This design comes from an exercise in tuning for small area, a short achievable clock period and few clock cycles on the open sky130 flow, not from production work.
Only simulation tests tie the RTL to the original design; equivalence was not proved.
No activity file was given, so power comes from the tool's default toggle rates.

Setup of v49:
// aurora_core
module aurora_core (
    input  wire        clk,
    input  wire        rst,           
    output reg         mem_valid,
    output reg         mem_we,
    output reg         mem_wsize,     
    output reg  [26:0] mem_addr,
    output wire [31:0] mem_wdata,
    input  wire        mem_ready,
    input  wire [15:0] mem_rdata,
    output wire        halted,
    output wire [1:0]  fault_kind,
    output wire [31:0] fault_info,
    output wire [31:0] fault_pc,
    output wire [31:0] pc_out,
    output wire [31:0] psw_out,
    output wire [31:0] cycles_out,
    input  wire [4:0]  dbg_idx,
    output wire [31:0] dbg_rdata
);
    localparam [5:0] OP_SUB   = 6'b000010;
    localparam [5:0] OP_JMP   = 6'b000110;
    localparam [5:0] OP_MOV   = 6'b010000;
    localparam [5:0] OP_MOVEA = 6'b101000;
    localparam [5:0] OP_MOVHI = 6'b101111;
    localparam [5:0] OP_STB   = 6'b110100;
    localparam [5:0] OP_OUTW  = 6'b111111;
    localparam [1:0] F_DECODE   = 2'd0;
    localparam [1:0] F_UNMAP_RD = 2'd1;
    localparam [1:0] F_UNMAP_WR = 2'd2;
    localparam [1:0] F_RO_WR    = 2'd3;
    localparam [3:0] P_F = 4'b0001;
    localparam [3:0] P_X = 4'b0010;
    localparam [3:0] P_W = 4'b0100;
    localparam [3:0] P_H = 4'b1000;
    localparam [31:0] RESET_VECTOR = 32'hFFFFFFF0;
    function is_rom;
        input [26:0] a;
        is_rom = (a[26:24] == 3'b111);               
    endfunction
    function is_rw;
        input [26:0] a;
        is_rw = (a[26:16] == 11'h500);               
    endfunction
    function [6:0] decode;
        input [5:0] op;
  ...
Size: roughly 4000 cells after synthesis, roughly 1200 flip-flops, roughly 280 I/O pins, roughly 53000 um2 of cells after synthesis.
Settings: LEC_CHECK=0, CAP_MARGIN=20, CORE_MARGIN=2, CORE_UTILIZATION=35, PLACE_DENSITY=0.6, SETUP_SLACK_MARGIN=5.0, SLEW_MARGIN=20, SYNTH_HIERARCHICAL=1; clock period 9.0 ns.
standard.sh (not shown) runs the stock make flow with config.mk's settings and CLKGATE_MAP_FILE= SYNTH_SCRIPT=/design/flow/synth_recipe.tcl, a recipe that flattens the netlist after the stock synthesis.
==> flow/flow/run.sh <==
#!/bin/bash
# The standard layout (the standard.sh: standard synthesis, then ORFS to
# finish), with the port buffers made from sky130_fd_sc_hd__buf_2 instead of
# the slow delay buffer buffer_ports picks by default. Every input and output
# port still gets its own buffer. Each step's full output goes to a log here.
set -euo pipefail
export BUFFER_PORTS_ARGS="-buffer_cell sky130_fd_sc_hd__buf_2"
bash standard.sh synth > synth.log 2>&1
bash standard.sh > layout.log 2>&1
Testbench counts of v49, summed over its fixed seeds: cycles 57,737.
### v49 -> v14
Settings: a change of SETUP_SLACK_MARGIN from 5.0 to 4.5; an added CTS_BUF_LIST of sky130_fd_sc_hd__clkbuf_8; an added TNS_END_PERCENT of 10.
==> flow/run.sh (new file) <==
#!/bin/bash
# synth_recipe.tcl (not shown) runs the flow's synth.tcl, then flattens the netlist and writes it again
# the make line also repeats each setting of config.mk as NAME=value (left out here)
make -C /OpenROAD-flow-scripts/flow DESIGN_CONFIG=/design/flow/config.mk WORK_HOME=/design/flow/orfs CLKGATE_MAP_FILE= SYNTH_SCRIPT=/design/flow/synth_recipe.tcl finish
removed: flow/flow/run.sh
removed: flow/standard.sh
- Taking v49 as the reference, in v14 layout-stage area growth over the synthesis result moved down; routed wire length on met3 now sits higher.
- Final critical delay including setup and external delays was lower in v49 than in v14.
- Compared with v49, v14 shows a higher clock network power share.
- | final cell count | v14 vs v49 | 22 lower |
- Diff v49 -> v14 | maximum frequency | down slightly
- Going from v49 to v14, the arrival time at the worst endpoint was found to have gone up by 230 ps.
- In v14 the initial antenna violation count turned out 6 higher than in v49.
Inputs modified between v14 and v13:
Settings: removing TNS_END_PERCENT (formerly 10).
## What came out
v13: largest net degree at the start of global routing 20 above v14. Both conditions hold for v13: the flow ran to the end and the final layout passed the timing, DRC and antenna checks. Going from v14 to v13, number of buffer and inverter stages on the critical path +1; detailed-route vias per instance went down.

--- another note on this design; it stands on its own ---

==> flow/design.v (excerpt) <==
module aurora_core (
    input  wire        clk,
    input  wire        rst,           
    output reg         mem_valid,
    output reg         mem_we,
    output reg         mem_wsize,     
    output reg  [26:0] mem_addr,
    output wire [31:0] mem_wdata,
    input  wire        mem_ready,
    input  wire [15:0] mem_rdata,
    output wire        halted,
    output wire [1:0]  fault_kind,
    output wire [31:0] fault_info,
    output wire [31:0] fault_pc,
    output wire [31:0] pc_out,
    output wire [31:0] psw_out,
    output wire [31:0] cycles_out,
    input  wire [4:0]  dbg_idx,
    output wire [31:0] dbg_rdata
);
clock: 9.0 ns
lec_check: 0
cap_margin: 20
core_margin: 2
core_utilization: 35
cts_buf_list: sky130_fd_sc_hd__clkbuf_8
cts_cluster_diameter: 60
cts_cluster_size: 14
place_density: 0.6
setup_slack_margin: 4.0
slew_margin: 20
synth_hierarchical: 1
standard.sh (not shown) runs the stock make flow with config.mk's settings and CLKGATE_MAP_FILE= SYNTH_SCRIPT=/design/flow/synth_recipe.tcl, a recipe that flattens the netlist after the stock synthesis.
==> flow/flow/run.sh <==
#!/bin/bash
# The standard layout (the standard.sh: standard synthesis, then ORFS to
# finish), with the port buffers made from sky130_fd_sc_hd__buf_1 instead of
# the slow delay buffer buffer_ports picks by default. Every input and output
# port still gets its own buffer. Each step's full output goes to a log here.
set -euo pipefail
export BUFFER_PORTS_ARGS="-buffer_cell sky130_fd_sc_hd__buf_1"
bash standard.sh synth > synth.log 2>&1
bash standard.sh > layout.log 2>&1
Testbench counts at the start, summed over its fixed seeds: cycles 57,737.
Rerun with:
Settings changed: SETUP_SLACK_MARGIN 4.0 to 5.0.
Core utilization climbs by 3.1 points.
Sequential share of layout area fell by 4.3 points.
Clock skew shrinks by 0.0031 ns.
Via count increases by 4.0%.
Final area rose by 7.8%.
Rerun with:
Settings changed: CTS_BUF_LIST sky130_fd_sc_hd__clkbuf_8 to sky130_fd_sc_hd__clkbuf_16, CTS_CLUSTER_DIAMETER 60 to 80, CTS_CLUSTER_SIZE 14 to 20, SETUP_SLACK_MARGIN 5.0 to 4.5.
=>
- The new run passed the timing, DRC and antenna checks
- via count shrinks by 1.6%
- total power grows by 0.48%
- synthesized area is unchanged
- clock power grows by 10%
- final cell count shrinks by 2.3%
- sequential power is about the same
Rerun with:
Settings changed: CTS_BUF_LIST sky130_fd_sc_hd__clkbuf_16 to sky130_fd_sc_hd__clkbuf_8, CTS_CLUSTER_DIAMETER 80 to 60, CTS_CLUSTER_SIZE 20 to 14.
Outcome: Register-to-register slack improved by 0.09 ns; clock skew rose by 0.022 ns; non-clock buffer count fell by 39; wire length fell by 1.0%; final cell count barely changes; critical path depth fell by 8; clock power fell by 7.0%; utilization fell by 0.68 points; total power fell by 2.9%; sequential cell count stays the same.
Rerun with:
==> flow/run.sh (new file) <==
#!/bin/bash
# synth_recipe.tcl (not shown) runs the flow's synth.tcl, then flattens the netlist and writes it again
# the make line also repeats each setting of config.mk as NAME=value (left out here)
make -C /OpenROAD-flow-scripts/flow DESIGN_CONFIG=/design/flow/config.mk WORK_HOME=/design/flow/orfs CLKGATE_MAP_FILE= SYNTH_SCRIPT=/design/flow/synth_recipe.tcl finish
Settings changed: CTS_CLUSTER_DIAMETER 60 to default, CTS_CLUSTER_SIZE 14 to default.
removed: flow/flow/run.sh
removed: flow/standard.sh
Result: The changed run finished with timing, DRC and antenna clean. Sequential power barely changes. Routed wire length climbs by 1.5%. Global-route usage climbs by 0.24 points.

## re-timing with driven ports
The flow's constraints put no driver on any port. The routed layouts listed below were extracted and timed again, unchanged, in two steps. Step 1 assumes that a clkbuf_16 drives the clock port and a buf_2 every other input. Step 2 adds t to the input delays and takes it off the output delays; t is the mean of the earliest and latest rising clock arrival at the registers after step 1. Input paths then give back, and output paths get back, about the clock's delay inside the block. Slacks: ideal / step 1 / step 2; pairs: ideal / step 1.
run	t, ns	slack for setup (ns)	worst setup path at the end
v49	0.834	4.375 / 4.393 / 3.559	input to register
v14	0.991	4.309 / 4.350 / 3.359	input to register
v13	0.996	4.408 / 4.373 / 3.436	input to register
the first run of note 2	0.934	4.034 / 4.030 / 3.158	input to register
the second run of note 2	0.905	4.575 / 4.502 / 3.725	input to register
the third run of note 2	0.766	4.457 / 4.466 / 3.736	input to register
the fourth run of note 2	0.936	4.491 / 4.410 / 3.610	input to register
the fifth run of note 2	1.010	4.456 / 4.371 / 3.555	input to register
After both steps every run listed still meets setup and hold. The setup slack of v13, which loses most, moves by -0.035 ns with the drivers and by -0.972 ns with both steps.
